Context: an optimization exercise on an open-source flow, tuned for a short achievable clock period. The choices shown serve that exercise and are no tape-out recipe. No functional check of the RTL was part of any run shown here. No activity file was given, so power comes from the tool's default toggle rates.

==> design/flow/design.v <==
module twms_decode (
  input  logic        valid,
  input  logic [1:0]  port,        
  input  logic [31:0] w,           
  output logic        mal,         
  output logic        rng,         
  output logic        fstat,       
  output logic [1:0]  xstart,      
  output logic [1:0]  xstat,
  output logic [1:0]  bufwr,
  output logic [1:0]  bufrd,
  output logic        evpost,
  output logic        evclr,
  output logic        evpend,
  output logic [4:0]  emblk,       
  output logic [4:0]  emunblk,
  output logic        emcda,
  output logic        emsleep,
  output logic [1:0][2:0] subev,   
  output logic [1:0][2:0] irqraise,
  output logic [1:0]  irqen,
  output logic [1:0]  irqstat,
  output logic        wake
);
  logic host, env, sev;
  assign host = valid && (port == 2'd0);
  assign env  = valid && (port == 2'd1);
  assign sev  = valid && (port == 2'd2);
  logic [15:0] opd;
  always_comb
    for (int i = 0; i < 16; i++) opd[i] = (w[31:28] == 4'(i));
  logic z7_0, z23_8, z21_8, z25_24, z27_8, z7_5, z4_3, z2_0, z7_3, z27_24, z23_22;
  assign z7_0   = (w[7:0] == 8'b0);
  assign z7_5   = (w[7:5] == 3'b0);
  assign z7_3   = (w[7:3] == 5'b0);
  assign z4_3   = (w[4:3] == 2'b0);
  assign z2_0   = (w[2:0] == 3'b0);
  assign z23_8  = (w[23:8] == 16'b0);
  assign z21_8  = (w[21:8] == 14'b0);
  assign z23_22 = (w[23:22] == 2'b0);
  assign z25_24 = (w[25:24] == 2'b0);
  assign z27_24 = (w[27:24] == 4'b0);
  assign z27_8  = z27_24 && z23_8;
  logic [1:0] bus;                    
  assign bus = {!w[27] && w[26], !w[27] && !w[26]};
  logic cnt_ok, lvl_ok;
  assign cnt_ok = (w[9:7] != 3'd0) && (w[9:7] <= 3'd4);
  assign lvl_ok = (w[2:0] <= 3'd4);
  logic [4:0] lvl;
  always_comb
    for (int l = 0; l < 5; l++) lvl[l] = (w[2:0] == 3'(l));
  logic [2:0] sk, ik;
  assign sk[0] = (w[25:24] == 2'd0) && z7_0;
  assign sk[1] = (w[25:24] == 2'd1);
  assign sk[2] = (w[25:24] == 2'd2) && z7_0;
  assign ik[0] = (w[23:22] == 2'd0) && z7_0;
  assign ik[1] = (w[23:22] == 2'd1);
  assign ik[2] = (w[23:22] == 2'd2) && z7_0;
  logic wf_xstart, wf_xstat, wf_bufwr, wf_bufrd, wf_evpc, wf_evpend, wf_emlv, wf_em0,
        wf_subev, wf_irqraise, wf_irqen, wf_irqstat, wf_fstat, wf_wake;
  assign wf_xstart   = host && opd[1] && (w[6:5] == 2'b0);
  assign wf_xstat    = host && opd[2] && z25_24 && z23_8 && z7_0;
  assign wf_bufwr    = host && opd[3] && z23_8;
  assign wf_bufrd    = host && opd[4] && z25_24 && z23_8 && z7_0;
  assign wf_evpc     = host && (opd[5] || opd[6]) && z27_8 && z7_5;
  assign wf_evpend   = host && opd[7] && z27_8 && z7_0;
  assign wf_emlv     = host && (opd[8] || opd[9]) && z27_8 && z7_3;
  assign wf_em0      = host && (opd[10] || opd[11]) && z27_8 && z7_0;
  assign wf_subev    = sev && opd[12] && z23_8 && (sk != 3'b0);
  assign wf_irqraise = env && opd[13] && z25_24 && z21_8 && (ik != 3'b0);
  assign wf_irqen    = host && opd[13] && (w[25:24] == 2'd1) && z23_8 && z7_3;
  assign wf_irqstat  = host && opd[13] && (w[25:24] == 2'd2) && z23_8 && z7_0;
  assign wf_fstat    = host && opd[14] && z27_24 && z23_8 && z7_0;
  assign wf_wake     = env && opd[14] && (w[27:24] == 4'd1) && z23_8 && z7_0;
  logic wf_bus, wf_any, in_rng;
  assign wf_bus = wf_xstart || wf_xstat || wf_bufwr || wf_bufrd || wf_subev ||
                  wf_irqraise || wf_irqen || wf_irqstat;
  assign wf_any = wf_bus || wf_evpc || wf_evpend || wf_emlv || wf_em0 || wf_fstat || wf_wake;
  assign in_rng = !((wf_bus && w[27]) || (wf_xstart && !cnt_ok) || (wf_emlv && !lvl_ok));
  assign mal = !wf_any;
  assign rng = !in_rng;
  assign fstat    = wf_fstat;
  assign xstart   = {2{wf_xstart && cnt_ok}} & bus;
  assign xstat    = {2{wf_xstat}} & bus;
  assign bufwr    = {2{wf_bufwr}} & bus;
  assign bufrd    = {2{wf_bufrd}} & bus;
  assign evpost   = wf_evpc && opd[5];
  assign evclr    = wf_evpc && opd[6];
  assign evpend   = wf_evpend;
  assign emblk    = {5{wf_emlv && opd[8]}} & lvl;
  assign emunblk  = {5{wf_emlv && opd[9]}} & lvl;
  assign emcda    = wf_em0 && opd[10];
  assign emsleep  = wf_em0 && opd[11];
  assign subev[0]    = {3{wf_subev && bus[0]}} & sk;
  assign subev[1]    = {3{wf_subev && bus[1]}} & sk;
  assign irqraise[0] = {3{wf_irqraise && bus[0]}} & ik;
  assign irqraise[1] = {3{wf_irqraise && bus[1]}} & ik;
  assign irqen    = {2{wf_irqen}} & bus;
  assign irqstat  = {2{wf_irqstat}} & bus;
  assign wake     = wf_wake;
endmodule
module twms (
  input  logic        clk,
  input  logic        rst,           
  input  logic        cmd_valid,
  input  logic [1:0]  cmd_port,      
  input  logic [31:0] cmd_word,
  output logic        rsp_valid,
  output logic        rsp_ok,
  output logic [31:0] rsp_data,
  output logic [1:0]  bo0_cnt,       
  output logic [10:0] bo0_act0,
  output logic [10:0] bo0_act1,
  output logic [1:0]  bo1_cnt,       
  output logic [10:0] bo1_act0,
  output logic [10:0] bo1_act1,
  output logic        sleep_valid,   
  output logic [2:0]  sleep_level,
  output logic        pwr_asleep,    
  output logic [2:0]  pwr_level,
  output logic        halt,          
  output logic [2:0]  fcode,
  output logic [7:0]  finfo
);
  localparam logic [10:0] BA_START = 11'h000, BA_STOP = 11'h100, BA_TX = 11'h400;
  logic [1:0][2:0]  st_q;
  logic [1:0]       avail_q;
  logic [1:0]       mode_q;
  logic [1:0][6:0]  paddr_q;
  logic [1:0][7:0]  raddr_q;
  logic [1:0][2:0]  rem_q;
  logic [1:0][31:0] buf_q;
  logic [1:0][31:0] evoh_q;      
  logic [1:0][2:0]  if_q;
  logic [1:0][2:0]  ien_q;
  logic [1:0][7:0]  rxdata_q;
  logic [31:0]      ev_q;
  logic [4:0][2:0]  vote_q;
  logic [1:0]       x_xs;        
  logic [1:0]       x_bw;        
  logic [1:0][2:0]  x_hv;        
  logic             x_dlv;       
  logic [1:0][2:0]  x_irq;       
  logic [1:0][2:0]  x_clr;       
  logic [1:0]       x_ien;       
  logic             x_evpost, x_evclr;
  logic [4:0]       x_vinc, x_vdec;
  logic             f_mode;
  logic [6:0]       f_paddr;
  logic [7:0]       f_raddr;
  logic [2:0]       f_cnt;
  logic [31:0]      f_evoh;
  logic [3:0]       f_lane;
  logic [7:0]       f_byte;
  logic [2:0]       f_ien;
  logic             rsp_valid_q, rsp_okn_q;
  logic [31:0]      rsp_data_q;    
  logic [1:0][1:0]  bo_cnt_q;
  logic [1:0][10:0] bo_a0_q, bo_a1_q;
  logic             slp_valid_q;
  logic [2:0]       slp_level_q;
  logic             asleep_q;
  logic [2:0]       plevel_q;
  logic             hpn_q, fatn_q, hp_q, fat_q;
  logic [2:0]       fcpn_q, fcnn_q, fcp_q, fcn_q;
  logic [7:0]       fipn_q, finn_q, fip_q, fin_q;
  logic             halt_cur;
  logic [2:0]       fcode_cur;
  logic [7:0]       finfo_cur;
  assign halt_cur  = hp_q | fat_q;
  assign fcode_cur = fcp_q | fcn_q;
  assign finfo_cur = fip_q | fin_q;
  assign rsp_valid   = rsp_valid_q;
  assign rsp_ok      = ~(rsp_okn_q | fat_q);        
  assign rsp_data    = {rsp_data_q[31:3], ~(rsp_data_q[2] & fatn_q), rsp_data_q[1],
                        ~(rsp_data_q[0] & fatn_q)};   
  assign bo0_cnt     = bo_cnt_q[0];
  assign bo0_act0    = bo_a0_q[0];
  assign bo0_act1    = bo_a1_q[0];
  assign bo1_cnt     = bo_cnt_q[1];
  assign bo1_act0    = bo_a0_q[1];
  assign bo1_act1    = bo_a1_q[1];
  assign sleep_valid = slp_valid_q;
  assign sleep_level = slp_level_q;
  assign pwr_asleep  = asleep_q;
  assign pwr_level   = plevel_q;
  assign halt        = ~(hpn_q & fatn_q);
  assign fcode       = ~(fcpn_q & fcnn_q);
  assign finfo       = ~(fipn_q & finn_q);
  logic [1:0][2:0]  st_n;
  logic [1:0]       avail_n;
  logic [1:0]       mode_n;
  logic [1:0][6:0]  paddr_n;
  logic [1:0][7:0]  raddr_n;
  logic [1:0][2:0]  rem_n;
  logic [1:0][31:0] buf_n;
  logic [1:0][31:0] evoh_n;
  logic [1:0][2:0]  if_n;
  logic [1:0][2:0]  ien_n;
  logic [1:0][7:0]  rxdata_n;
  logic [31:0]      ev_n;
  logic [4:0][2:0]  vote_n;
  logic [1:0][2:0] rm_q;
  always_comb begin
    for (int b = 0; b < 2; b++) begin
      rm_q[b] = rem_q[b] - 3'd1;
      st_n[b]     = st_q[b];
      avail_n[b]  = avail_q[b];
      mode_n[b]   = mode_q[b];
      paddr_n[b]  = paddr_q[b];
      raddr_n[b]  = raddr_q[b];
      rem_n[b]    = rem_q[b];
      evoh_n[b]   = evoh_q[b];
      if (x_xs[b]) begin
        st_n[b]    = 3'd1;
        avail_n[b] = 1'b0;
        mode_n[b]  = f_mode;
        paddr_n[b] = f_paddr;
        raddr_n[b] = f_raddr;
        rem_n[b]   = f_cnt;
        evoh_n[b]  = f_evoh;
      end
      if (x_hv[b][0]) begin
        case (st_q[b])
          3'd1:    st_n[b] = mode_q[b] ? 3'd2 : 3'd4;
          3'd2:    st_n[b] = 3'd3;
          3'd3:    st_n[b] = 3'd5;
          default: st_n[b] = (rm_q[b] == 3'd0) ? 3'd6 : 3'd4;
        endcase
        if (st_q[b] == 3'd4) rem_n[b] = rm_q[b];
      end
      if (x_hv[b][1]) begin
        st_n[b]  = (rm_q[b] == 3'd0) ? 3'd6 : 3'd5;
        rem_n[b] = rm_q[b];
      end
      if (x_hv[b][2]) begin
        st_n[b]    = 3'd0;
        avail_n[b] = 1'b1;
      end
      for (int j = 0; j < 4; j++) begin
        buf_n[b][8*j +: 8] = buf_q[b][8*j +: 8];
        if (x_bw[b] && f_lane[j])
          buf_n[b][8*j +: 8] = f_byte;
        if (x_hv[b][1] && (rm_q[b][1:0] == 2'(j)))
          buf_n[b][8*j +: 8] = x_dlv ? rxdata_q[b] : f_byte;
      end
      if_n[b] = (if_q[b] | x_irq[b]) & ~x_clr[b];
      ien_n[b] = x_ien[b] ? f_ien : ien_q[b];
      rxdata_n[b] = x_irq[b][1] ? f_byte : rxdata_q[b];
    end
    ev_n = ev_q;
    if (x_evpost) ev_n = ev_n | f_evoh;
    if (x_evclr)  ev_n = ev_n & ~f_evoh;
    if (x_hv[0][2]) ev_n = ev_n | evoh_q[0];
    if (x_hv[1][2]) ev_n = ev_n | evoh_q[1];
    for (int l = 0; l < 5; l++)
      vote_n[l] = x_vinc[l] ? vote_q[l] + 3'd1 : x_vdec[l] ? vote_q[l] - 3'd1 : vote_q[l];
  end
  logic [4:0]       vfull, vzero;
  logic [2:0]       cda;
  logic [1:0][2:0]  hf;           
  logic [1:0][2:0][2:0] hcode;
  logic [1:0][2:0][7:0] hinfo;
  logic [1:0][2:0][1:0] hcnt;     
  logic [1:0][10:0] ack_a0, ack_a1, rx_a0;
  logic [1:0]       dlv_on;       
  logic [2:0]       dlv_kind;
  logic             dlv_fatal;
  logic [2:0]       dlv_fcode;
  logic [7:0]       dlv_finfo;
  logic [1:0][1:0]  dlv_cnt;
  logic [1:0][10:0] dlv_a0, dlv_a1;
  logic [1:0][1:0][2:0] pend_x;
  logic [1:0][2:0]  pend;
  logic [1:0][2:0]  rm_n;
  always_comb begin
    for (int l = 0; l < 5; l++) begin
      vfull[l] = (vote_n[l] == 3'd5);
      vzero[l] = (vote_n[l] == 3'd0);
    end
    cda = 3'd4;
    for (int l = 3; l >= 0; l--)
      if (!vzero[l]) cda = 3'(l);
    for (int b = 0; b < 2; b++) begin
      rm_n[b] = rem_n[b] - 3'd1;
      hf[b][0] = !(st_n[b] == 3'd1 || st_n[b] == 3'd2 || st_n[b] == 3'd3 || st_n[b] == 3'd4);
      hf[b][1] = !(st_n[b] == 3'd3 || st_n[b] == 3'd5);
      hf[b][2] = !(st_n[b] == 3'd6) || vzero[2];
      for (int k = 0; k < 3; k++) begin
        if (k == 2 && st_n[b] == 3'd6) begin
          hcode[b][k] = 3'd2;
          hinfo[b][k] = 8'd2;
        end else begin
          hcode[b][k] = 3'd1;
          hinfo[b][k] = {2'b0, 1'(b), st_n[b], 2'(k)};
        end
      end
      hcnt[b][0] = 2'd0;
      ack_a0[b]  = BA_TX | {3'b0, buf_n[b][8*rm_n[b][1:0] +: 8]};
      ack_a1[b]  = BA_STOP;
      case (st_n[b])
        3'd1: begin
          hcnt[b][0] = 2'd1;
          ack_a0[b]  = BA_TX | {3'b0, raddr_n[b]};
        end
        3'd2: begin
          hcnt[b][0] = 2'd2;
          ack_a0[b]  = BA_START;
          ack_a1[b]  = BA_TX | {3'b0, paddr_n[b], 1'b1};
        end
        3'd4: hcnt[b][0] = (rm_n[b] == 3'd0) ? 2'd2 : 2'd1;
        default: ;
      endcase
      hcnt[b][1] = 2'd0;
      if (st_n[b] == 3'd3 || st_n[b] == 3'd5) hcnt[b][1] = (rm_n[b] == 3'd0) ? 2'd2 : 2'd1;
      hcnt[b][2] = 2'd0;
      rx_a0[b] = (rm_n[b] == 3'd0) ? 11'h300 : 11'h200;    
      pend[b] = if_n[b] & ien_n[b];
    end
    dlv_on[0] = !halt_cur && (pend[0] != 3'b0);
    dlv_on[1] = !halt_cur && (pend[0] == 3'b0) && (pend[1] != 3'b0);
    dlv_kind = 3'b000;
    dlv_fatal = 1'b0;
    dlv_fcode = 3'd0;
    dlv_finfo = 8'd0;
    for (int b = 0; b < 2; b++) begin
      pend_x[b][0] = {pend[b][2] & !pend[b][1] & !pend[b][0], pend[b][1] & !pend[b][0], pend[b][0]};
      dlv_cnt[b] = 2'd0;
      dlv_a0[b]  = pend[b][0] ? ack_a0[b] : rx_a0[b];
      dlv_a1[b]  = pend[b][0] ? ack_a1[b] : BA_STOP;
      for (int k = 0; k < 3; k++)
        if (pend_x[b][0][k]) dlv_cnt[b] = dlv_on[b] ? hcnt[b][k] : 2'd0;
    end
    for (int b = 0; b < 2; b++)
      if (dlv_on[b]) begin
        dlv_kind = pend_x[b][0];
        for (int k = 0; k < 3; k++)
          if (pend_x[b][0][k]) begin
            dlv_fatal = hf[b][k];
            dlv_fcode = hcode[b][k];
            dlv_finfo = hinfo[b][k];
          end
      end
  end
  logic            v, nv;           
  logic            d_mal, d_rng, d_fstat, d_evpost, d_evclr, d_evpend, d_emcda, d_emsleep, d_wake;
  logic [1:0]      d_xstart, d_xstat, d_bufwr, d_bufrd, d_irqen, d_irqstat;
  logic [4:0]      d_emblk, d_emunblk;
  logic [1:0][2:0] d_subev, d_irqraise;
  assign v  = cmd_valid && !rst;
  assign nv = !cmd_valid && !rst;
  twms_decode u_decode (
    .valid    (v),
    .port     (cmd_port),
    .w        (cmd_word),
    .mal      (d_mal),
    .rng      (d_rng),
    .fstat    (d_fstat),
    .xstart   (d_xstart),
    .xstat    (d_xstat),
    .bufwr    (d_bufwr),
    .bufrd    (d_bufrd),
    .evpost   (d_evpost),
    .evclr    (d_evclr),
    .evpend   (d_evpend),
    .emblk    (d_emblk),
    .emunblk  (d_emunblk),
    .emcda    (d_emcda),
    .emsleep  (d_emsleep),
    .subev    (d_subev),
    .irqraise (d_irqraise),
    .irqen    (d_irqen),
    .irqstat  (d_irqstat),
    .wake     (d_wake)
  );
  logic             h;
  logic [1:0]       e_xs, e_bw, e_sub;
  logic [1:0][2:0]  e_hv;
  logic             c1, c2, c3, c4, c5, fat_cmd, fatal, ok;
  logic [15:0]      g_op;
  logic             g_host, g_env, g_sev, g_z7_0, g_z7_5, g_z7_3, g_z238, g_z218, g_z2524,
                    g_z2724, g_b, g_cnt, g_lvl, g_sk, g_ik, g_wf, g_go, g_fstat, g_busy;
  logic             sb_hf;
  logic [2:0]       sb_hc;
  logic [7:0]       sb_hi;
  logic             ck_xs, ck_em, ck_sub, sp_xs, sp_blk, sp_unb, sp_sub, f_xs, f_blk, f_unb, f_sub;
  logic [31:0]      rd, rd_src, rd_buf;
  logic             rd_base, rd_bus, rd_top, rd_xstat, rd_bufrd, rd_evpend, rd_irq,
                    rd_cda, rd_fstat, rd_ok_hi, rd_ok_mid, rd_ok_lo, rd_ok_cda;
  logic [7:0]       rd_xs;
  logic [15:0]      rd_irqv;
  logic [2:0]       fc;
  logic [7:0]       fi;
  logic             sleep_x, wake_x, sub_any;
  logic             rsp_ok_d;
  logic [31:0]      rsp_data_d;
  logic [1:0][1:0]  bo_cnt_d;
  logic [1:0][10:0] bo_a0_d, bo_a1_d;
  always_comb begin
    h = halt_cur;
    for (int b = 0; b < 2; b++) begin
      e_xs[b]  = d_xstart[b] && !h && avail_n[b] && !vfull[2];
      e_bw[b]  = d_bufwr[b] && !h && avail_n[b];
      e_sub[b] = (d_subev[b] != 3'b0) && !h;
      for (int k = 0; k < 3; k++)
        e_hv[b][k] = (d_subev[b][k] && !h && !hf[b][k]) ||
                     (nv && dlv_on[b] && dlv_kind[k] && !hf[b][k]);
    end
    for (int i = 0; i < 16; i++) g_op[i] = (cmd_word[31:28] == 4'(i));
    g_host = v && (cmd_port == 2'd0);
    g_env  = v && (cmd_port == 2'd1);
    g_sev  = v && (cmd_port == 2'd2);
    g_z7_0 = (cmd_word[7:0] == 8'b0);
    g_z7_5 = (cmd_word[7:5] == 3'b0);
    g_z7_3 = (cmd_word[7:3] == 5'b0);
    g_z238 = (cmd_word[23:8] == 16'b0);
    g_z218 = (cmd_word[21:8] == 14'b0);
    g_z2524 = (cmd_word[25:24] == 2'b0);
    g_z2724 = (cmd_word[27:24] == 4'b0);
    g_b   = !cmd_word[27];
    g_cnt = (cmd_word[9:7] != 3'd0) && (cmd_word[9:7] <= 3'd4);
    g_lvl = (cmd_word[2:0] <= 3'd4);
    g_sk  = (cmd_word[25:24] == 2'd1) ||
            (((cmd_word[25:24] == 2'd0) || (cmd_word[25:24] == 2'd2)) && g_z7_0);
    g_ik  = (cmd_word[23:22] == 2'd1) ||
            (((cmd_word[23:22] == 2'd0) || (cmd_word[23:22] == 2'd2)) && g_z7_0);
    g_wf = (g_host && g_op[1] && (cmd_word[6:5] == 2'b0)) ||
           (g_host && g_z238 &&
            (g_op[3] ||
             (g_z7_0 && (((g_op[2] || g_op[4]) && g_z2524) ||
                         ((g_op[7] || g_op[10] || g_op[11] || g_op[14]) && g_z2724) ||
                         (g_op[13] && (cmd_word[25:24] == 2'd2)))) ||
             (g_z7_5 && (g_op[5] || g_op[6]) && g_z2724) ||
             (g_z7_3 && (((g_op[8] || g_op[9]) && g_z2724) ||
                         (g_op[13] && (cmd_word[25:24] == 2'd1)))))) ||
           (g_env && ((g_op[13] && g_z2524 && g_z218 && g_ik) ||
                      (g_op[14] && (cmd_word[27:24] == 4'd1) && g_z238 && g_z7_0))) ||
           (g_sev && g_op[12] && g_z238 && g_sk);
    g_go = (g_host && g_op[1] && (cmd_word[6:5] == 2'b0) && g_b && g_cnt) ||
           (g_host && g_z238 &&
            ((g_op[3] && g_b) ||
             (g_z7_0 && (((g_op[2] || g_op[4]) && g_z2524 && g_b) ||
                         ((g_op[7] || g_op[10] || g_op[11] || g_op[14]) && g_z2724) ||
                         (g_op[13] && (cmd_word[25:24] == 2'd2) && g_b))) ||
             (g_z7_5 && (g_op[5] || g_op[6]) && g_z2724) ||
             (g_z7_3 && (((g_op[8] || g_op[9]) && g_z2724 && g_lvl) ||
                         (g_op[13] && (cmd_word[25:24] == 2'd1) && g_b))))) ||
           (g_env && ((g_op[13] && g_z2524 && g_z218 && g_ik && g_b) ||
                      (g_op[14] && (cmd_word[27:24] == 4'd1) && g_z238 && g_z7_0))) ||
           (g_sev && g_op[12] && g_z238 && g_sk && g_b);
    g_fstat = g_host && g_op[14] && g_z2724 && g_z238 && g_z7_0;
    g_busy  = (g_op[1] || g_op[3]) && !avail_n[cmd_word[26]];
    c4 = v && h && !g_fstat;
    c1 = v && !h && !g_wf;
    c2 = !h && g_wf && !g_go;
    c3 = !h && g_go && g_busy;
    ck_xs  = v && (cmd_port == 2'd0) && (cmd_word[6:5] == 2'b0) && !cmd_word[27] &&
             (cmd_word[9:7] != 3'd0) && (cmd_word[9:7] <= 3'd4);
    ck_em  = v && (cmd_port == 2'd0) && (cmd_word[27:3] == 25'b0);
    ck_sub = v && (cmd_port == 2'd2) && (cmd_word[23:8] == 16'b0) && !cmd_word[27] &&
             ((cmd_word[25:24] == 2'd1) ||
              (((cmd_word[25:24] == 2'd0) || (cmd_word[25:24] == 2'd2)) && (cmd_word[7:0] == 8'b0)));
    sp_xs  = (cmd_word[31:28] == 4'h1) && avail_n[cmd_word[26]] && vfull[2];
    sp_blk = (cmd_word[31:28] == 4'h8) && (cmd_word[2:0] <= 3'd4) && vfull[cmd_word[2:0]];
    sp_unb = (cmd_word[31:28] == 4'h9) && (cmd_word[2:0] <= 3'd4) && vzero[cmd_word[2:0]];
    sb_hf = 1'b0;
    sb_hc = 3'd0;
    sb_hi = 8'd0;
    for (int b = 0; b < 2; b++)
      for (int k = 0; k < 3; k++)
        if (cmd_word[26] == 1'(b) && cmd_word[25:24] == 2'(k)) begin
          sb_hf = hf[b][k];
          sb_hc = hcode[b][k];
          sb_hi = hinfo[b][k];
        end
    sp_sub = (cmd_word[31:28] == 4'hC) && sb_hf;
    f_xs   = !h && ck_xs && sp_xs;
    f_blk  = !h && ck_em && sp_blk;
    f_unb  = !h && ck_em && sp_unb;
    f_sub  = !h && ck_sub && sp_sub;
    fat_cmd = f_xs || f_blk || f_unb || f_sub;
    c5 = fat_cmd;
    fatal = fat_cmd || (nv && dlv_fatal);
    rd_base = v && (cmd_port == 2'd0) && (cmd_word[23:0] == 24'b0);
    rd_bus  = !cmd_word[27] && (cmd_word[25:24] == 2'd0);
    rd_top  = (cmd_word[27:24] == 4'd0);
    rd_xstat  = (cmd_word[31:28] == 4'h2) && rd_bus;
    rd_bufrd  = (cmd_word[31:28] == 4'h4) && rd_bus;
    rd_evpend = (cmd_word[31:28] == 4'h7) && rd_top;
    rd_irq    = (cmd_word[31:28] == 4'hD) && !cmd_word[27] && (cmd_word[25:24] == 2'd2);
    rd_cda    = ((cmd_word[31:28] == 4'hA) || (cmd_word[31:28] == 4'hB)) && rd_top;
    rd_fstat  = (cmd_word[31:28] == 4'hE) && rd_top;
    rd_ok_hi  = rd_base && !h && (rd_bufrd || rd_evpend);
    rd_ok_mid = rd_base && ((!h && (rd_bufrd || rd_evpend || rd_irq)) || rd_fstat);
    rd_ok_lo  = rd_base && ((!h && (rd_bufrd || rd_evpend || rd_irq || rd_xstat)) || rd_fstat);
    rd_ok_cda = rd_base && !h && rd_cda;
    rd_xs   = (cmd_word[26] ? {mode_n[1], rem_n[1], st_n[1], avail_n[1]}
                            : {mode_n[0], rem_n[0], st_n[0], avail_n[0]});
    rd_buf  = cmd_word[26] ? buf_n[1] : buf_n[0];
    rd_irqv = cmd_word[26] ? {rxdata_n[1], 2'b0, ien_n[1], if_n[1]}
                           : {rxdata_n[0], 2'b0, ien_n[0], if_n[0]};
    case ({cmd_word[31], cmd_word[29], cmd_word[28]})
      3'b010:  rd_src = {24'b0, rd_xs};
      3'b000:  rd_src = rd_buf;
      3'b011:  rd_src = ev_n;
      3'b101:  rd_src = {16'b0, rd_irqv};
      default: rd_src = {16'b0, finfo_cur, 4'b0, fcode_cur, h};
    endcase
    rd[31:16] = rd_src[31:16] & {16{rd_ok_hi}};
    rd[15:8]  = rd_src[15:8]  & {8{rd_ok_mid}};
    rd[7:0]   = rd_src[7:0]   & {8{rd_ok_lo}};
    rd[2:0]   = rd[2:0] | (cda & {3{rd_ok_cda}});
    ok = g_fstat || (!h && g_go && !g_busy);
    rsp_ok_d = ok;
    rsp_data_d = rd;
    rsp_data_d[0] = c1 || c3 || rd[0];
    rsp_data_d[1] = c2 || c3 || rd[1];
    rsp_data_d[2] = c4 || rd[2];
    for (int b = 0; b < 2; b++) begin
      bo_cnt_d[b] = 2'd0;
      for (int k = 0; k < 3; k++)
        if (d_subev[b][k] && !h) bo_cnt_d[b] = hcnt[b][k];
      if (nv)      bo_cnt_d[b] = dlv_cnt[b];
      if (e_xs[b]) bo_cnt_d[b] = 2'd2;
      if (!cmd_valid) begin
        bo_a0_d[b] = dlv_a0[b];
        bo_a1_d[b] = dlv_a1[b];
      end else if (cmd_word[31:28] == 4'h1) begin
        bo_a0_d[b] = BA_START;
        bo_a1_d[b] = BA_TX | {3'b0, cmd_word[24:18], 1'b0};
      end else begin
        bo_a0_d[b] = cmd_word[24] ? rx_a0[b] : ack_a0[b];
        bo_a1_d[b] = cmd_word[24] ? BA_STOP : ack_a1[b];
      end
    end
    fc = 3'd0;
    fi = 8'd0;
    if (nv && dlv_fatal) begin
      fc = dlv_fcode;
      fi = dlv_finfo;
    end
    if (f_xs) begin
      fc = fc | 3'd3;
      fi = fi | 8'd2;
    end
    if (f_blk) begin
      fc = fc | 3'd3;
      fi = fi | {5'b0, cmd_word[2:0]};
    end
    if (f_unb) begin
      fc = fc | 3'd2;
      fi = fi | {5'b0, cmd_word[2:0]};
    end
    if (f_sub) begin
      fc = fc | sb_hc;
      fi = fi | sb_hi;
    end
    sleep_x = d_emsleep && !h;
    wake_x  = d_wake && !h;
    sub_any = (e_sub != 2'b0) || (nv && (dlv_on != 2'b0));
  end
  always_ff @(posedge clk) begin
    rsp_valid_q <= v;
    rsp_okn_q   <= !rsp_ok_d;
    rsp_data_q  <= {rsp_data_d[31:3], !rsp_data_d[2], rsp_data_d[1], !rsp_data_d[0]};
    bo_cnt_q    <= bo_cnt_d;
    bo_a0_q     <= bo_a0_d;
    bo_a1_q     <= bo_a1_d;
    slp_valid_q <= sleep_x;
    slp_level_q <= cda;
    if (rst) begin
      hpn_q    <= 1'b1;
      fatn_q   <= 1'b1;
      hp_q     <= 1'b0;
      fat_q    <= 1'b0;
      fcpn_q   <= 3'b111;
      fcnn_q   <= 3'b111;
      fcp_q    <= 3'b000;
      fcn_q    <= 3'b000;
      fipn_q   <= 8'hff;
      finn_q   <= 8'hff;
      fip_q    <= 8'h00;
      fin_q    <= 8'h00;
      asleep_q <= 1'b0;
      plevel_q <= 3'd0;
    end else begin
      hpn_q    <= !h;
      fatn_q   <= !fatal;
      hp_q     <= h;
      fat_q    <= fatal;
      fcpn_q   <= ~fcode_cur;
      fcnn_q   <= ~fc;          
      fcp_q    <= fcode_cur;
      fcn_q    <= fc;
      fipn_q   <= ~finfo_cur;
      finn_q   <= ~fi;
      fip_q    <= finfo_cur;
      fin_q    <= fi;
      asleep_q <= sleep_x || (asleep_q && !sub_any && !wake_x);
      if (sleep_x) plevel_q <= cda;
    end
    x_xs     <= e_xs;
    x_bw     <= e_bw;
    x_hv     <= e_hv;
    x_dlv    <= !cmd_valid;
    for (int b = 0; b < 2; b++) begin
      x_irq[b] <= d_irqraise[b] & {3{!h}};
      x_clr[b] <= {3{nv && dlv_on[b]}} & dlv_kind;
    end
    x_ien    <= d_irqen & {2{!h}};
    x_evpost <= d_evpost && !h;
    x_evclr  <= d_evclr && !h;
    for (int l = 0; l < 5; l++) begin
      x_vinc[l] <= (d_emblk[l] && !h && !vfull[l]) || (l == 2 && e_xs != 2'b0);
      x_vdec[l] <= (d_emunblk[l] && !h && !vzero[l]) ||
                   (l == 2 && (e_hv[0][2] || e_hv[1][2]));
    end
    f_mode   <= cmd_word[25];
    f_paddr  <= cmd_word[24:18];
    f_raddr  <= cmd_word[17:10];
    f_cnt    <= cmd_word[9:7];
    for (int i = 0; i < 32; i++) f_evoh[i] <= (cmd_word[4:0] == 5'(i));
    for (int i = 0; i < 4; i++)  f_lane[i] <= (cmd_word[25:24] == 2'(i));
    f_byte   <= cmd_word[7:0];
    f_ien    <= cmd_word[2:0];
    if (rst) begin
      st_q     <= '0;
      avail_q  <= '1;
      mode_q   <= '0;
      paddr_q  <= '0;
      raddr_q  <= '0;
      rem_q    <= '0;
      buf_q    <= '0;
      evoh_q   <= {2{32'd1}};
      if_q     <= '0;
      ien_q    <= '1;
      rxdata_q <= '0;
      ev_q     <= '0;
      vote_q   <= '0;
    end else begin
      st_q     <= st_n;
      avail_q  <= avail_n;
      mode_q   <= mode_n;
      paddr_q  <= paddr_n;
      raddr_q  <= raddr_n;
      rem_q    <= rem_n;
      buf_q    <= buf_n;
      evoh_q   <= evoh_n;
      if_q     <= if_n;
      ien_q    <= ien_n;
      rxdata_q <= rxdata_n;
      ev_q     <= ev_n;
      vote_q   <= vote_n;
    end
  end
endmodule
==> design/flow/flow/run.sh <==
#!/bin/bash
# Layout flow: the standard ORFS flow, with timing repair aimed at a setup
# slack margin well above what the 10 ns clock asks for, so that the resizer
# keeps working on the critical paths (the SDC is unchanged), and a last
# max-slew/max-cap repair after global routing (flow/post_grt.tcl). Port
# buffers are buf_4 (ORFS would pick a delay cell, clkdlybuf4s50_1).
# The platform's don't-use cells are extended with the slow high-stack gates
# (flow/dont_use.txt), for synthesis and for the resizer alike.
# make's output goes to standard_flow.log; each ORFS step logs under orfs/logs/.
set -euo pipefail
MARGIN=${MARGIN:-7.0}
DONT_USE=$(tr '\n' ' ' < flow/dont_use.txt)
bash standard.sh SETUP_SLACK_MARGIN=$MARGIN TNS_END_PERCENT=100 \
  "DONT_USE_CELLS=$DONT_USE" \
  "BUFFER_PORTS_ARGS=-buffer_cell sky130_fd_sc_hd__buf_4" \
  POST_GLOBAL_ROUTE_TCL=$PWD/flow/post_grt.tcl finish > standard_flow.log 2>&1
==> design/flow/flow/dont_use.txt <==
sky130_fd_sc_hd__probe_p_8
sky130_fd_sc_hd__probec_p_8
sky130_fd_sc_hd__lpflow_bleeder_1
sky130_fd_sc_hd__lpflow_clkbufkapwr_1
sky130_fd_sc_hd__lpflow_clkbufkapwr_16
sky130_fd_sc_hd__lpflow_clkbufkapwr_2
sky130_fd_sc_hd__lpflow_clkbufkapwr_4
sky130_fd_sc_hd__lpflow_clkbufkapwr_8
sky130_fd_sc_hd__lpflow_clkinvkapwr_1
sky130_fd_sc_hd__lpflow_clkinvkapwr_16
sky130_fd_sc_hd__lpflow_clkinvkapwr_2
sky130_fd_sc_hd__lpflow_clkinvkapwr_4
sky130_fd_sc_hd__lpflow_clkinvkapwr_8
sky130_fd_sc_hd__lpflow_decapkapwr_12
sky130_fd_sc_hd__lpflow_decapkapwr_3
sky130_fd_sc_hd__lpflow_decapkapwr_4
sky130_fd_sc_hd__lpflow_decapkapwr_6
sky130_fd_sc_hd__lpflow_decapkapwr_8
sky130_fd_sc_hd__lpflow_inputiso0n_1
sky130_fd_sc_hd__lpflow_inputiso0p_1
sky130_fd_sc_hd__lpflow_inputiso1n_1
sky130_fd_sc_hd__lpflow_inputiso1p_1
sky130_fd_sc_hd__lpflow_inputisolatch_1
sky130_fd_sc_hd__lpflow_isobufsrc_1
sky130_fd_sc_hd__lpflow_isobufsrc_16
sky130_fd_sc_hd__lpflow_isobufsrc_2
sky130_fd_sc_hd__lpflow_isobufsrc_4
sky130_fd_sc_hd__lpflow_isobufsrc_8
sky130_fd_sc_hd__lpflow_isobufsrckapwr_16
sky130_fd_sc_hd__lpflow_lsbuf_lh_hl_isowell_tap_1
sky130_fd_sc_hd__lpflow_lsbuf_lh_hl_isowell_tap_2
sky130_fd_sc_hd__lpflow_lsbuf_lh_hl_isowell_tap_4
sky130_fd_sc_hd__lpflow_lsbuf_lh_isowell_4
sky130_fd_sc_hd__lpflow_lsbuf_lh_isowell_tap_1
sky130_fd_sc_hd__lpflow_lsbuf_lh_isowell_tap_2
sky130_fd_sc_hd__lpflow_lsbuf_lh_isowell_tap_4
sky130_fd_sc_hd__or4_*
sky130_fd_sc_hd__nor4_*
sky130_fd_sc_hd__or4b_*
sky130_fd_sc_hd__nor4b_*
sky130_fd_sc_hd__or4bb_*
sky130_fd_sc_hd__nor4bb_*
sky130_fd_sc_hd__or3_*
sky130_fd_sc_hd__nor3_*
sky130_fd_sc_hd__or3b_*
sky130_fd_sc_hd__nor3b_*
sky130_fd_sc_hd__o41ai_*
sky130_fd_sc_hd__a41oi_*
sky130_fd_sc_hd__o41a_*
sky130_fd_sc_hd__a41o_*
sky130_fd_sc_hd__o311ai_*
sky130_fd_sc_hd__o2111ai_*
sky130_fd_sc_hd__a2111oi_*
sky130_fd_sc_hd__o2111a_*
sky130_fd_sc_hd__a2111o_*
sky130_fd_sc_hd__o311a_*
sky130_fd_sc_hd__a311oi_*
sky130_fd_sc_hd__a311o_*
sky130_fd_sc_hd__o32ai_*
sky130_fd_sc_hd__o32a_*
sky130_fd_sc_hd__a32oi_*
sky130_fd_sc_hd__a32o_*
sky130_fd_sc_hd__o221ai_*
sky130_fd_sc_hd__o221a_*
sky130_fd_sc_hd__a221oi_*
sky130_fd_sc_hd__a221o_*
sky130_fd_sc_hd__o211ai_*
sky130_fd_sc_hd__o211a_*
sky130_fd_sc_hd__a211oi_*
sky130_fd_sc_hd__a211o_*
sky130_fd_sc_hd__o31ai_*
sky130_fd_sc_hd__o31a_*
sky130_fd_sc_hd__a31oi_*
sky130_fd_sc_hd__a31o_*
sky130_fd_sc_hd__o22a_*
sky130_fd_sc_hd__a22o_*
sky130_fd_sc_hd__a2bb2o_*
sky130_fd_sc_hd__o2bb2a_*
sky130_fd_sc_hd__a2bb2oi_*
sky130_fd_sc_hd__o2bb2ai_*
sky130_fd_sc_hd__and4_*
sky130_fd_sc_hd__and4b_*
sky130_fd_sc_hd__and4bb_*
sky130_fd_sc_hd__nand4b_*
sky130_fd_sc_hd__nand4bb_*
==> design/flow/flow/post_grt.tcl <==
# After global routing's timing repair: repair max slew and capacitance
# again, with margin, since repair_timing can leave drivers at the limit.
# Same sequence as global_route.tcl uses after its own repair_design.
repair_design -slew_margin 30 -cap_margin 30
global_route -start_incremental
detailed_placement
global_route -end_incremental
estimate_parasitics -global_routing
write_guides $::env(RESULTS_DIR)/route.guide
==> design/flow/standard.sh <==
#!/bin/bash
# synth_recipe.tcl (not shown) runs the flow's synth.tcl, then flattens the netlist and writes it again
# the make line also repeats each setting of config.mk as NAME=value (left out here)
make -C /OpenROAD-flow-scripts/flow DESIGN_CONFIG=/design/flow/config.mk WORK_HOME=/design/flow/orfs CLKGATE_MAP_FILE= SYNTH_SCRIPT=/design/flow/synth_recipe.tcl "${@:-finish}"
==> design/flow/config.mk <==
export PLATFORM = sky130hd
export DESIGN_NAME = twms
export DESIGN_NICKNAME = twms
export VERILOG_FILES = /design/flow/design.v
export SDC_FILE = /design/flow/constraint.sdc
export NUM_CORES = 4
export LEC_CHECK = 0
export CAP_MARGIN = 20
export CORE_MARGIN = 2
export CORE_UTILIZATION = 40
export PLACE_DENSITY = 0.6
export SLEW_MARGIN = 20
==> design/flow/constraint.sdc <==
create_clock -name core_clock -period 10.0 [get_ports {clk}]
set_input_delay 2.0000 -clock core_clock [delete_from_list [all_inputs] [get_ports {clk}]]
set_output_delay 2.0000 -clock core_clock [all_outputs]
set_load 0.01 [all_outputs]
==> metrics.csv, run 1 <==
stage,metric,value,unit
timing,Worst-Margin Slew,1.053,ns
synthesis,Seq cells post-synth,472,
placed_design,Area after DPL,0.02236,mm^2
final_layout,final std cells w/o fill,3231,
worst_setup_path,CP Capture Type,flop,
clock_network,htree depth,2,
timing,final max-slew violation count,0,
detailed_routing,post-route ant nets,0,
clock_network,CTS tree,done,
timing,max_slew headroom,29.74,%
timing,final hold vios,0,
grt,first-pass GRT wire length,109500,um
synthesis,synthesized netlist cell count,2372,
timing,Fmax achieved,0.3089,GHz
worst_setup_path,Critical Path Stages,13,
synthesis,yosys warns,2,
synthesis,share of the synthesized area in the top cell type,45.23,%
floorplan,Initial Util,40.56,%
detailed_routing,Vias per Instance,5.726,
clock_network,total CTS buffers,51,
floorplan,Std-Cell Rows,83,
grt,vias in the first global route,17670,
clock_network,clock tree buffer depth,3,
worst_setup_path,startpoint types,input port,
worst_setup_path,critical path data arrival time,3.78,ns
clock_network,CTS root buf,clkbuf_16,
synthesis,"count leader, synth",dfxtp_1,
worst_setup_path,crit-path cells,buf_8 > nor2_4 > buf_12 > and3b_2 > buf_6 > nand2_4 > mux2i_4 > a222oi_1 > o22ai_1 > buf_4 > o21ai_2 > o21ai_1 > a21oi_1,
worst_setup_path,critical path buffer and inverter count,4,
pwr,maximum VDD drop,138.5,uV
synthesis,Synth cell types,61,
clock_network,post-CTS resize count,335,
placed_design,Post-DP HPWL,50690,um
final_layout,layout net count,2572,
worst_setup_path,reg2reg start,x_xs[0],
synthesis,Post-synth EDFFs,0,
detailed_routing,Post-Route WL,74150,um
worst_setup_path,maximum fanout along the worst path,4,
final_layout,Syn-to-layout area delta,25.81,%
pwr,Switching Fraction,23.25,%
clock_network,Worst-path clk slew,0.06,ns
flow_run,# Max-Cap Violations,0,
final_layout,utilization after layout,51.03,%
detailed_routing,number of remaining DRC errors,0,
clock_network,Clock Latency Late Sink,0.63,ns
detailed_routing,DR WL/cell,22.95,um
pwr,P_int,0.003072,W
pwr,NetSw,0.0009306,W
detailed_routing,routed via count,18500,
outcome,status,finished clean,
floorplan,Die H,232.5,um
synthesis,syn_area_per_cell,8.807,um^2
pwr,Pwr Density,152.3,mW/mm^2
hold_path,HP Class,reg2reg,
worst_setup_path,Crit Path Class,in2reg,
grt,GRT Overall Usage,26.60,%
synthesis,sequential share of the synthesized area,45.23,%
final_layout,n_diodes,0,
placed_design,placed cells,3053,
detailed_routing,initial DRC count,2023,
timing,Final TNS setup,0,ns
final_layout,share of cells above drive strength 1,27.17,%
floorplan,die area,0.05407,mm^2
worst_setup_path,Critical-path top delay cell,a222oi_1,
timing,final period utilization,32.37,%
timing,Tmin final,3.237,ns
floorplan,core area,0.05151,mm^2
worst_setup_path,FF-to-FF setup slack,7.04,ns
worst_setup_path,crit path to,rsp_data_q[0],
floorplan,die width,232.5,um
timing,clock skew,0.03197,ns
placed_design,RD Place Congestion,0.9419,
worst_setup_path,Worst Setup SP,cmd_word[6],
synthesis,Area contributors post-synth,"dfxtp_1 45%, nor2_1 8.1%, mux2i_1 7.9%",
synthesis,Mapped Area,0.02089,mm^2
synthesis,asr flop ratio synth,0,%
grt,pin count of the biggest net entering global routing,94,
synthesis,"area leader, netlist",dfxtp_1,
clock_network,cts hold-fix bufs,0,
pwr,combinational power share,4.2,%
worst_setup_path,CP required,10.54,ns
grt,remaining global-route overflow,0,
placed_design,PortBufs,133,
synthesis,Most used DFF post-synth,dfxtp_1,
detailed_routing,TritonRoute pass-1 iters,8,
final_layout,post-route cell area,0.02628,mm^2
clock_network,Sink Count,472,
worst_setup_path,R2R Path End,finn_q[3],
worst_setup_path,"CP delay by family, top",compound AO/OA/AOI/OAI gates,
clock_network,setup repair bufs after CTS,54,
pwr,Flop pwr share,47.6,%
grt,antenna violations before repair,0,
worst_setup_path,FF-to-FF path depth,10,
timing,endpoints failing setup,0,
floorplan,Ports,139,
worst_setup_path,Worst path max stage delay,0.35,ns
synthesis,Synth top cells by count,"472 x dfxtp_1, 453 x nor2_1, 173 x nand2_1",
pwr,Clock Power Share,48.1,%
pwr,total leakage power,10.24,nW
sequential cells by signal (all words and copies together), names as in the netlist, 20 cells and up:
register	flops
buf_q	64
bo_a0_q	22
evoh_q	64
bo_a1_q	20
rsp_data_q	32
ev_q	32
f_evoh	32
power by group through the flow:
stage	logic, W	clock network [W]	registers, W
after floorplan	0.0000823	0	0.00194
final	0.000169	0.00193	0.00191
after global placement	0.000126	0	0.00195
after detailed placement	0.000125	0	0.00195
after CTS	0.000159	0.00196	0.00191
metal layers:
layer | vias up | global-route usage, % | wire (um)
met5 | - | 0 | 0
li1 | 8494 | - | -
met3 | 150 | 3.922 | 5575
met1 | 9031 | 36.45 | 31920
met4 | 0 | 8.459 | 2411
met2 | 826 | 43.01 | 34250
layout by cell type, fill, tap and decap left out, types with 32 or more instances in the layout:
cell | synthesis | layout
a21o_1 | 43 | 42
a21oi_1 | 106 | 88
a222oi_1 | 40 | 40
and3_1 | 44 | 32
buf_4 | 35 | 91
buf_6 | 1 | 111
clkbuf_16 | 0 | 52
dfxtp_1 | 472 | 369
dfxtp_2 | 0 | 95
inv_1 | 55 | 46
mux2i_1 | 165 | 164
nand2_1 | 173 | 150
nand2b_1 | 40 | 35
nand3_1 | 59 | 40
nor2_1 | 453 | 407
o21ai_0 | 82 | 66
o21bai_1 | 74 | 73
o22ai_1 | 91 | 85
worst reg2reg max path: cells and delay by family (launching register included):
kind,cells,cell delay (ns)
compound gates,6,1.45
flops,1,0.54
simple gates,3,0.54
buf+inv,1,0.32
through the flow:
step,hold slack (ns),power [W],worst slack [ns]
2_1_floorplan,0.4461,0.002021,6.369
3_3_place_gp,0.4625,0.002074,5.213
3_5_place_dp,0.4676,0.002074,5.327
4_1_cts,0.4826,0.004029,6.783
6_report,0.4796,0.004002,6.763
final cells by class:
cell class | count | area, um^2
sequential | 472 | 9598
inverter | 55 | 227.7
timing repair inverter | 1 | 5.005
timing repair buffer | 225 | 2387
clock inverter | 20 | 226.5
clock buffer | 75 | 1496
multi-input combinational | 1703 | 11490
fill | 4783 | 25230
tap | 680 | 850.8
logic make-up (layout without fill, tap and decap cells):
group / count (synthesis) / after routing / synth area share (%)
AOI/OAI and AO/OA: 500 / 500 / 15.93
xor gates and xnor gates: 14 / 14 / 0.5869
adders and majority gates: 26 / 26 / 1.557
DFF: 472 / 472 / 45.23
other: 1 / 5 / 0.01795
buffers and inverters: 203 / 376 / 4.492
muxes: 207 / 207 / 11.05
and+or+nand+nor: 949 / 951 / 21.14
worst min-delay path by stage:
stage	depth (start not counted)	slack [ns]	end	from
after floorplan	2	0.45	evoh_q[32]	evoh_q[32]
after CTS	2	0.48	evoh_q[32]	evoh_q[32]
after detailed placement	2	0.47	evoh_q[32]	evoh_q[32]
final	2	0.48	evoh_q[0]	evoh_q[0]
after global placement	2	0.46	evoh_q[32]	evoh_q[32]
==> inputs of run 2 (changes only) <==
--- a/design/flow/flow/run.sh
+++ b/design/flow/flow/run.sh
@@ -3,5 +3,6 @@
 # slack margin well above what the 10 ns clock asks for, so that the resizer
 # keeps working on the critical paths (the SDC is unchanged), and a last
-# max-slew/max-cap repair after global routing (flow/post_grt.tcl). Port
+# max-slew/max-cap repair after global routing (flow/post_grt.tcl), and a
+# first timing repair right after detailed placement (flow/post_dp.tcl). Port
 # buffers are buf_4 (ORFS would pick a delay cell, clkdlybuf4s50_1).
 # The platform's don't-use cells are extended with the slow high-stack gates
@@ -14,3 +15,4 @@
   "DONT_USE_CELLS=$DONT_USE" \
   "BUFFER_PORTS_ARGS=-buffer_cell sky130_fd_sc_hd__buf_4" \
+  POST_DETAIL_PLACE_TCL=$PWD/flow/post_dp.tcl \
   POST_GLOBAL_ROUTE_TCL=$PWD/flow/post_grt.tcl finish > standard_flow.log 2>&1
==> design/flow/flow/post_dp.tcl (new file) <==
# After detailed placement: a first timing repair with placement parasitics,
# at the same setup margin as the later repairs (ORFS runs none here), then
# legalize again.
set_dont_use $::env(DONT_USE_CELLS)
estimate_parasitics -placement
repair_timing -setup_margin $::env(SETUP_SLACK_MARGIN) -repair_tns 100
detailed_placement
optimize_mirroring
estimate_parasitics -placement
==> run 2 against run 1 <==
Effect of this change: the flow now stops in detailed placement (3_5_place_dp); synthesized area is the same; synthesized cell count is the same.
==> metrics.csv, run 2 <==
stage,metric,value,unit,change
placed_design,RD Place Congestion,0.9419,,unchanged
synthesis,Area contributors post-synth,"dfxtp_1 45%, nor2_1 8.1%, mux2i_1 7.9%",,
synthesis,sequential share of the synthesized area,45.23,%,unchanged
outcome,Error,"Error: detail_place.tcl, 42 can't read ""::env(SETUP_SLACK_MARGIN)"": no such variable",,
synthesis,"area leader, netlist",dfxtp_1,,
placed_design,PortBufs,133,,unchanged
synthesis,syn_area_per_cell,8.807,um^2,unchanged
synthesis,Synth cell types,61,,unchanged
outcome,status,aborted with a tool error,,
synthesis,Most used DFF post-synth,dfxtp_1,,
synthesis,share of the synthesized area in the top cell type,45.23,%,unchanged
placed_design,Area after DPL,0.02236,mm^2,unchanged
floorplan,Initial Util,40.56,%,unchanged
synthesis,Mapped Area,0.02089,mm^2,unchanged
floorplan,Die H,232.5,um,unchanged
floorplan,die width,232.5,um,unchanged
placed_design,Post-DP HPWL,50690,um,unchanged
synthesis,asr flop ratio synth,0,%,unchanged
placed_design,Place WS,5.327,ns,unchanged
synthesis,Synth top cells by count,"472 x dfxtp_1, 453 x nor2_1, 173 x nand2_1",,
floorplan,Std-Cell Rows,83,,unchanged
placed_design,placed cells,3053,,unchanged
outcome,halt point of the flow,detailed placement (3_5_place_dp),,
floorplan,Ports,139,,unchanged
synthesis,Post-synth EDFFs,0,,unchanged
synthesis,"count leader, synth",dfxtp_1,,
synthesis,synthesized netlist cell count,2372,,unchanged
synthesis,yosys warns,2,,unchanged
synthesis,Seq cells post-synth,472,,unchanged
## run 2: cell counts after synthesis
No cell type changed its count.
## run 2: worst max-delay path by stage
stage               startpoint             to  slack, ns  cells past startpoint
floorplan          cmd_word[1]      fcnn_q[1]       6.37                     11
global placement  cmd_word[28]  rsp_data_q[6]       5.21                      8
## run 2: power groups by stage
stage             registers (W)  logic [W]  clock network, W
floorplan               0.00194  0.0000823                 0
global placement        0.00195   0.000126                 0
## run 2: cell families after synthesis
logic type               share of synthesized area, %
buffers and inverters                           4.492
AND/OR/NAND/NOR                                 21.14
adder cells (fa/ha/maj)                         1.557
flip-flops                                      45.23
other                                         0.01795
multiplexers                                    11.05
AO/OA/AOI/OAI                                   15.93
XOR/XNOR                                       0.5869
## run 2: metrics by stage
step	hold WS [ns]	instances	area (um^2)	power (W)
after floorplan	0.4461	2376	21260	0.002021
after global placement	0.4625	3053	22360	0.002074
==> inputs of run 3 (changes only) <==
--- a/design/flow/flow/post_dp.tcl
+++ b/design/flow/flow/post_dp.tcl
@@ -4,5 +4,5 @@
 set_dont_use $::env(DONT_USE_CELLS)
 estimate_parasitics -placement
-repair_timing -setup_margin $::env(SETUP_SLACK_MARGIN) -repair_tns 100
+repair_timing -setup_margin 7.0 -repair_tns 100
 detailed_placement
 optimize_mirroring
==> run 3 against run 2 <==
Effect of this change: the run now finishes clean; synthesized area did not move; synthesized cell count did not move.
==> metrics.csv, run 3 <==
stage,metric,value,unit,change
outcome,status,finished clean,,
final_layout,utilization after layout,52.51,%,
timing,final hold vios,0,,
detailed_routing,TritonRoute pass-1 iters,6,,
floorplan,Std-Cell Rows,83,,unchanged
placed_design,PortBufs,133,,unchanged
placed_design,RD Place Congestion,0.9419,,unchanged
pwr,total leakage power,10.56,nW,
clock_network,total CTS buffers,51,,
clock_network,CTS root buf,clkbuf_16,,
detailed_routing,met3 wire len,6007,um,
final_layout,share of cells above drive strength 1,29.10,%,
timing,Final TNS setup,0,ns,
hold_path,HP Class,reg2reg,,
timing,final max-slew violation count,0,,
clock_network,htree depth,2,,
floorplan,die width,232.5,um,unchanged
synthesis,share of the synthesized area in the top cell type,45.23,%,unchanged
synthesis,yosys warns,2,,unchanged
floorplan,Ports,139,,unchanged
clock_network,post-CTS resize count,238,,
pwr,maximum VDD drop,139.5,uV,
detailed_routing,metal2 WL,34650,um,
worst_setup_path,CP Capture Type,flop,,
floorplan,Initial Util,40.56,%,unchanged
final_layout,biggest regs,"buf_q x64, evoh_q x64",,
final_layout,Syn-to-layout area delta,29.47,%,
worst_setup_path,Crit Path Class,in2reg,,
detailed_routing,routed via count,18690,,
grt,pin count of the biggest net entering global routing,48,,
grt,antenna violations before repair,1,,
synthesis,Mapped Area,0.02089,mm^2,unchanged
floorplan,Die H,232.5,um,unchanged
final_layout,n_diodes,0,,
grt,first-pass GRT wire length,113200,um,
final_layout,layout net count,2602,,
detailed_routing,Post-Route WL,76030,um,
timing,Tmin final,3.262,ns,
timing,max_slew headroom,31.62,%,
placed_design,placed cells,3053,,unchanged
clock_network,CTS tree,done,,
timing,setup slack after layout,6.738,ns,
detailed_routing,Vias per Instance,5.731,,
detailed_routing,post-route ant nets,0,,
grt,vias in the first global route,18200,,
detailed_routing,M1 WL,32120,um,
synthesis,Most used DFF post-synth,dfxtp_1,,
detailed_routing,number of remaining DRC errors,0,,
clock_network,Worst-path clk slew,0.06,ns,
final_layout,"commonest non-fill, non-tap cell in the layout",nor2_1,,
synthesis,syn_area_per_cell,8.807,um^2,unchanged
synthesis,Post-synth EDFFs,0,,unchanged
synthesis,Synth top cells by count,"472 x dfxtp_1, 453 x nor2_1, 173 x nand2_1",,
placed_design,Post-DP HPWL,55430,um,+9.3%
clock_network,Sink Count,472,,
synthesis,Synth cell types,61,,unchanged
timing,Worst-Margin Slew,1.024,ns,
timing,clock skew,0.02808,ns,
synthesis,synthesized netlist cell count,2372,,unchanged
synthesis,"count leader, synth",dfxtp_1,,
detailed_routing,Top Layer Used,met5,,
worst_setup_path,FF-to-FF setup slack,6.92,ns,
synthesis,Seq cells post-synth,472,,unchanged
placed_design,Place WS,5.327,ns,unchanged
synthesis,"area leader, netlist",dfxtp_1,,
pwr,Pwr Density,149.1,mW/mm^2,
final_layout,final std cells w/o fill,3261,,
grt,remaining global-route overflow,0,,
synthesis,asr flop ratio synth,0,%,unchanged
grt,GRT Overall Usage,27.68,%,
detailed_routing,initial DRC count,1955,,
timing,endpoints failing setup,0,,
clock_network,setup repair bufs after CTS,20,,
final_layout,most frequent cells in the layout,"396 x nor2_1, 368 x dfxtp_1, 164 x mux2i_1",,
floorplan,core area,0.05151,mm^2,
floorplan,die area,0.05407,mm^2,
detailed_routing,DR WL/cell,23.31,um,
synthesis,Area contributors post-synth,"dfxtp_1 45%, nor2_1 8.1%, mux2i_1 7.9%",,
clock_network,clock tree buffer depth,3,,
worst_setup_path,startpoint types,input port,,
clock_network,Clock Latency Late Sink,0.63,ns,
timing,final period utilization,32.62,%,
clock_network,cts hold-fix bufs,0,,
timing,hold_ws,0.4797,ns,
flow_run,# Max-Cap Violations,0,,
synthesis,sequential share of the synthesized area,45.23,%,unchanged
worst_setup_path,CP required,10.51,ns,
worst_setup_path,critical path data arrival time,3.77,ns,
timing,Fmax achieved,0.3065,GHz,
worst_setup_path,maximum fanout along the worst path,6,,
[run 3: worst paths after layout]
| check | start | to | cells past startpoint |
|---|---|---|---|
| setup / recovery | cmd_word[5] | fcnn_q[1] | 11 |
| hold / removal | evoh_q[32] | evoh_q[32] | 2 |
| hold reg to reg | evoh_q[32] | evoh_q[32] | 2 |
| setup reg to reg | rem_q[0] | finn_q[2] | 11 |
[run 3: logic make-up after synthesis]
| group | Yosys count | synth area share, % |
|---|---|---|
| buf+inv | 203 | 4.492 |
| compound gates | 500 | 15.93 |
| other cells | 1 | 0.01795 |
| fa+ha+maj | 26 | 1.557 |
| mux | 207 | 11.05 |
| xor+xnor | 14 | 0.5869 |
| flops | 472 | 45.23 |
| simple gates | 949 | 21.14 |
[run 3: worst max-delay path: stages]
cell      delay (ns)
buf_8           0.10
nor2_4          0.11
buf_12          0.13
and3b_2         0.31
nand3_2         0.12
a21oi_4         0.20
and2_4          0.22
and3_4          0.21
nand3_4         0.07
nand2b_4        0.15
and3_4          0.14
[run 3: power by group]
group / total, W / leakage (nW) / internal, W / switching [W]
sequential: 0.00191 / 3.85 / 0.00189 / 0.0000173
clock: 0.00193 / 0.853 / 0.00112 / 0.000809
combinational: 0.000196 / 5.85 / 0.0000785 / 0.000118
total: 0.00403 / 10.6 / 0.00309 / 0.000944
[run 3: layer usage]
| metal | vias to the layer above | global-route usage, % |
|---|---|---|
| li1 | 8550 | - |
| met2 | 834 | 44.53 |
| met1 | 9123 | 36.61 |
| met3 | 179 | 4.963 |
| met5 | - | 0 |
| met4 | 2 | 11.31 |
[run 3: area by class of cell]
| type | instances | area, um^2 |
|---|---|---|
| Fill cell | 4652 | 24460 |
| Clock buffer | 75 | 1496 |
| Inverter | 55 | 235.2 |
| Tap cell | 680 | 850.8 |
| Clock inverter | 20 | 226.5 |
| Multi-Input combinational cell | 1705 | 11710 |
| Sequential cell | 472 | 9602 |
| Timing Repair inverter | 1 | 5.005 |
| Timing Repair Buffer | 253 | 2922 |
[run 3: through the flow]
| stage | total power, W | area (um^2) |
|---|---|---|
| 2_1_floorplan | 0.002021 | 21260 |
| 3_3_place_gp | 0.002074 | 22360 |
| 3_5_place_dp | 0.002074 | 22360 |
| 4_1_cts | 0.004059 | 26730 |
| 6_report | 0.004032 | 27050 |
==> inputs of run 4 (changes only) <==
--- a/design/flow/design.v
+++ b/design/flow/design.v
@@ -45,6 +45,6 @@
   assign bus = {!w[27] && w[26], !w[27] && !w[26]};
   logic cnt_ok, lvl_ok;
-  assign cnt_ok = (w[9:7] != 3'd0) && (w[9:7] <= 3'd4);
-  assign lvl_ok = (w[2:0] <= 3'd4);
+  assign cnt_ok = (!w[9] && (w[8] || w[7])) || (w[9] && !w[8] && !w[7]);
+  assign lvl_ok = !w[2] || (!w[1] && !w[0]);
   logic [4:0] lvl;
   always_comb
@@ -381,5 +381,5 @@
   logic             g_host, g_env, g_sev, g_z7_0, g_z7_5, g_z7_3, g_z238, g_z218, g_z2524,
                     g_z2724, g_b, g_cnt, g_lvl, g_sk, g_ik, g_wf, g_go, g_fstat, g_busy;
-  logic             sb_hf;
+  logic             sb_hf, lv_full, lv_zero;
   logic [2:0]       sb_hc;
   logic [7:0]       sb_hi;
@@ -419,6 +419,6 @@
     g_z2724 = (cmd_word[27:24] == 4'b0);
     g_b   = !cmd_word[27];
-    g_cnt = (cmd_word[9:7] != 3'd0) && (cmd_word[9:7] <= 3'd4);
-    g_lvl = (cmd_word[2:0] <= 3'd4);
+    g_cnt = ((!cmd_word[9] && (cmd_word[8] || cmd_word[7])) || (cmd_word[9] && !cmd_word[8] && !cmd_word[7]));
+    g_lvl = (!cmd_word[2] || (!cmd_word[1] && !cmd_word[0]));
     g_sk  = (cmd_word[25:24] == 2'd1) ||
             (((cmd_word[25:24] == 2'd0) || (cmd_word[25:24] == 2'd2)) && g_z7_0);
@@ -456,5 +456,5 @@
     c3 = !h && g_go && g_busy;
     ck_xs  = v && (cmd_port == 2'd0) && (cmd_word[6:5] == 2'b0) && !cmd_word[27] &&
-             (cmd_word[9:7] != 3'd0) && (cmd_word[9:7] <= 3'd4);
+             ((!cmd_word[9] && (cmd_word[8] || cmd_word[7])) || (cmd_word[9] && !cmd_word[8] && !cmd_word[7]));
     ck_em  = v && (cmd_port == 2'd0) && (cmd_word[27:3] == 25'b0);
     ck_sub = v && (cmd_port == 2'd2) && (cmd_word[23:8] == 16'b0) && !cmd_word[27] &&
@@ -462,6 +462,13 @@
               (((cmd_word[25:24] == 2'd0) || (cmd_word[25:24] == 2'd2)) && (cmd_word[7:0] == 8'b0)));
     sp_xs  = (cmd_word[31:28] == 4'h1) && avail_n[cmd_word[26]] && vfull[2];
-    sp_blk = (cmd_word[31:28] == 4'h8) && (cmd_word[2:0] <= 3'd4) && vfull[cmd_word[2:0]];
-    sp_unb = (cmd_word[31:28] == 4'h9) && (cmd_word[2:0] <= 3'd4) && vzero[cmd_word[2:0]];
+    lv_full = 1'b0;
+    lv_zero = 1'b0;
+    for (int l = 0; l < 5; l++)
+      if (cmd_word[2:0] == 3'(l)) begin
+        lv_full = vfull[l];
+        lv_zero = vzero[l];
+      end
+    sp_blk = (cmd_word[31:28] == 4'h8) && (!cmd_word[2] || (!cmd_word[1] && !cmd_word[0])) && lv_full;
+    sp_unb = (cmd_word[31:28] == 4'h9) && (!cmd_word[2] || (!cmd_word[1] && !cmd_word[0])) && lv_zero;
     sb_hf = 1'b0;
     sb_hc = 3'd0;
--- a/design/flow/flow/run.sh
+++ b/design/flow/flow/run.sh
@@ -3,6 +3,5 @@
 # slack margin well above what the 10 ns clock asks for, so that the resizer
 # keeps working on the critical paths (the SDC is unchanged), and a last
-# max-slew/max-cap repair after global routing (flow/post_grt.tcl), and a
-# first timing repair right after detailed placement (flow/post_dp.tcl). Port
+# max-slew/max-cap repair after global routing (flow/post_grt.tcl). Port
 # buffers are buf_4 (ORFS would pick a delay cell, clkdlybuf4s50_1).
 # The platform's don't-use cells are extended with the slow high-stack gates
@@ -15,4 +14,3 @@
   "DONT_USE_CELLS=$DONT_USE" \
   "BUFFER_PORTS_ARGS=-buffer_cell sky130_fd_sc_hd__buf_4" \
-  POST_DETAIL_PLACE_TCL=$PWD/flow/post_dp.tcl \
   POST_GLOBAL_ROUTE_TCL=$PWD/flow/post_grt.tcl finish > standard_flow.log 2>&1
removed: design/flow/flow/post_dp.tcl
==> run 4 against run 3 <==
Effect of this change: still clean on timing, DRC and antenna; total power shrank 2.6%; synthesized cell count is 1.7% lower; worst hold slack worse by 0.015 ns; design area down 6.1%; worst setup slack got worse by 0.092 ns; routed wire length shrank 7.7%; critical path depth decreased by 1; synthesized area fell by 2.3%; sequential share of layout area is 2.4 points higher; combinational power is 25% lower; critical path type unchanged; highest routed layer is now met4.
==> metrics.csv, run 4 <==
stage,metric,value,unit,change
outcome,status,finished clean,,
final_layout,n_diodes,0,,unchanged
synthesis,Synth top cells by count,"488 x nor2_1, 472 x dfxtp_1, 190 x nand2_1",,
floorplan,Std-Cell Rows,82,,-1.2%
timing,clock skew,0.01865,ns,-0.009431 ns
final_layout,biggest regs,"buf_q x64, evoh_q x64",,
timing,final hold vios,0,,unchanged
synthesis,yosys warns,2,,unchanged
final_layout,"commonest non-fill, non-tap cell in the layout",nor2_1,,
synthesis,asr flop ratio synth,0,%,unchanged
worst_setup_path,startpoint types,input port,,
final_layout,Seq. cell area,0.009618,mm^2,+0.17%
timing,Tmin final,3.354,ns,+0.09171 ns
grt,antenna violations before repair,0,,-1
clock_network,CTS tree,done,,
worst_setup_path,R2R Path End,finn_q[0],,
floorplan,die width,229.9,um,-1.1%
synthesis,share of the synthesized area in the top cell type,46.29,%,+1.1 points
detailed_routing,DR WL/cell,22.17,um,-4.9%
synthesis,Seq cells post-synth,472,,unchanged
worst_setup_path,critical path data arrival time,3.88,ns,+0.11 ns
flow_run,# Max-Cap Violations,0,,unchanged
pwr,total leakage power,9.834,nW,-6.8%
floorplan,Ports,139,,unchanged
worst_setup_path,reg2reg start,f_ien[1],,
pwr,maximum VDD drop,122.6,uV,-12%
detailed_routing,metal2 WL,31990,um,-7.7%
final_layout,area of the multi-input gates,0.01083,mm^2,-7.5%
worst_setup_path,Critical-path top delay cell,a222oi_1,,
clock_network,total CTS buffers,50,,-2.0%
timing,Fmax achieved,0.2982,GHz,-2.7%
clock_network,htree depth,2,,unchanged
detailed_routing,Vias per Instance,5.576,,-2.7%
final_layout,Syn-to-layout area delta,24.36,%,
final_layout,share of cells above drive strength 1,24.92,%,-4.2 points
timing,final period utilization,33.54,%,+0.92 points
clock_network,CTS root buf,clkbuf_16,,
clock_network,cts hold-fix bufs,0,,unchanged
worst_setup_path,CP required,10.53,ns,+0.02 ns
synthesis,"area leader, netlist",dfxtp_1,,
pwr,Total Power,0.003926,W,-2.6%
worst_setup_path,FF-to-FF setup slack,6.77,ns,-0.15 ns
timing,Worst-Margin Slew,0.8519,ns,-0.1724 ns
synthesis,Area contributors post-synth,"dfxtp_1 46%, nor2_1 9.0%, mux2i_1 8.2%",,
synthesis,Mapped Area,0.02041,mm^2,-2.3%
floorplan,Initial Util,40.60,%,+0.049 points
hold_path,Hold Path End,avail_q[0],,
detailed_routing,met3 wire len,4926,um,-18%
clock_network,clock tree buffer depth,3,,unchanged
final_layout,most frequent cells in the layout,"456 x nor2_1, 361 x dfxtp_1, 168 x nand2_1",,
synthesis,sequential share of the synthesized area,46.29,%,+1.1 points
worst_setup_path,CP Capture Type,flop,,
final_layout,fillers,4652,,unchanged
timing,Final TNS setup,0,ns,unchanged
grt,pin count of the biggest net entering global routing,101,,+110%
worst_setup_path,maximum fanout along the worst path,4,,-2
pwr,Pwr Density,154.7,mW/mm^2,+3.8%
detailed_routing,M1 WL,30900,um,-3.8%
detailed_routing,Top Layer Used,met4,,
detailed_routing,initial DRC count,1662,,-15%
clock_network,Clock Latency Late Sink,0.60,ns,-0.03 ns
synthesis,syn_area_per_cell,8.754,um^2,-0.61%
floorplan,die area,0.05286,mm^2,-2.2%
timing,endpoints failing setup,0,,unchanged
final_layout,layout net count,2511,,-3.5%
hold_path,Hold Startpoint,avail_q[0],,
synthesis,Most used DFF post-synth,dfxtp_1,,
worst_setup_path,crit-path cells,buf_6 > nor2_4 > nand4_1 > nor2_4 > buf_6 > and3_4 > nand4_1 > a222oi_1 > a21oi_1 > o21ai_1,,
timing,final max-slew violation count,0,,unchanged
synthesis,Post-synth EDFFs,0,,unchanged
floorplan,core area,0.05027,mm^2,-2.4%
run 4: layer usage:
layer	track usage (%)	up-vias
met5	0	-
met4	9.476	0
met3	4.229	130
met2	41.15	703
met1	35.21	8560
li1	-	8250
run 4: layout make-up:
type / instances / area share (%)
multi-input combinational: 1669 / 42.67
sequential: 472 / 37.89
timing repair buffer: 210 / 8.827
clock buffer: 77 / 5.841
tap: 672 / 3.312
clock inverter: 17 / 0.7344
inverter: 47 / 0.7245
run 4: worst max path at each step:
stage	startpoint	end	slack [ns]	cells past startpoint
floorplan	cmd_word[31]	rsp_data_q[0]	6.28	10
global placement	cmd_word[28]	bo_a1_q[1]	5.57	7
detailed placement	cmd_word[28]	bo_a1_q[6]	5.45	7
CTS	cmd_word[31]	rsp_data_q[0]	6.76	11
finish	cmd_word[17]	rsp_data_q[1]	6.65	10
run 4: metrics by stage:
stage / cell area, um^2 / setup slack (ns) / cells / util [%]
CTS: 25040 / 6.764 / 3152 / 49.81
finish: 25390 / 6.646 / 3164 / 50.50
detailed placement: 21900 / 5.450 / 3002 / 43.56
floorplan: 20800 / 6.285 / 2336 / -
global placement: 21900 / 5.568 / 3002 / 43.56
run 4: kinds of logic after synthesis:
group / share of synthesized area (%)
buffers and inverters: 4.481
AND/OR/NAND/NOR: 20.74
XOR/XNOR: 0.5149
flip-flops: 46.29
AO/OA/AOI/OAI: 15.43
other: 0.01837
adder cells (fa/ha/maj): 1.471
multiplexers: 11.05
run 4: power breakdown:
group	switching, W	leakage, nW	internal (W)
sequential	0.0000174	3.85	0.00189
clock	0.000774	0.816	0.00110
combinational	0.0000920	5.17	0.0000549
total	0.000883	9.83	0.00304
run 4: tightest hold or removal path: cells and delay by family (launching register included):
family             cells  cell delay, ns
AOI/OAI and AO/OA      1            0.07
DFF                    1            0.31
and+or+nand+nor        1            0.06

afterwards: timing with drivers on the ports:
How much do the figures lean on ideal ports? The routed layouts below were timed once more, with nothing changed but the port constraints. Step 1, drivers: a clkbuf_16 drives clk and a buf_2 each remaining input, both assumed. Step 2 times the ports against the registers' clock, not the clock port: input delays grow and output delays shrink by t, the midpoint of the rising clock arrivals with the driver on. Slacks: ideal ports / drivers / drivers and shift; pairs: ideal ports / drivers.
| run | t, ns | setup slack, ns |
|---|---|---|
| run 1 | 0.673 | 6.763 / 6.603 / 5.929 |
| run 3 | 0.672 | 6.738 / 6.638 / 5.966 |
| run 4 | 0.654 | 6.646 / 6.587 / 5.933 |
After both steps every run listed still meets setup and hold.
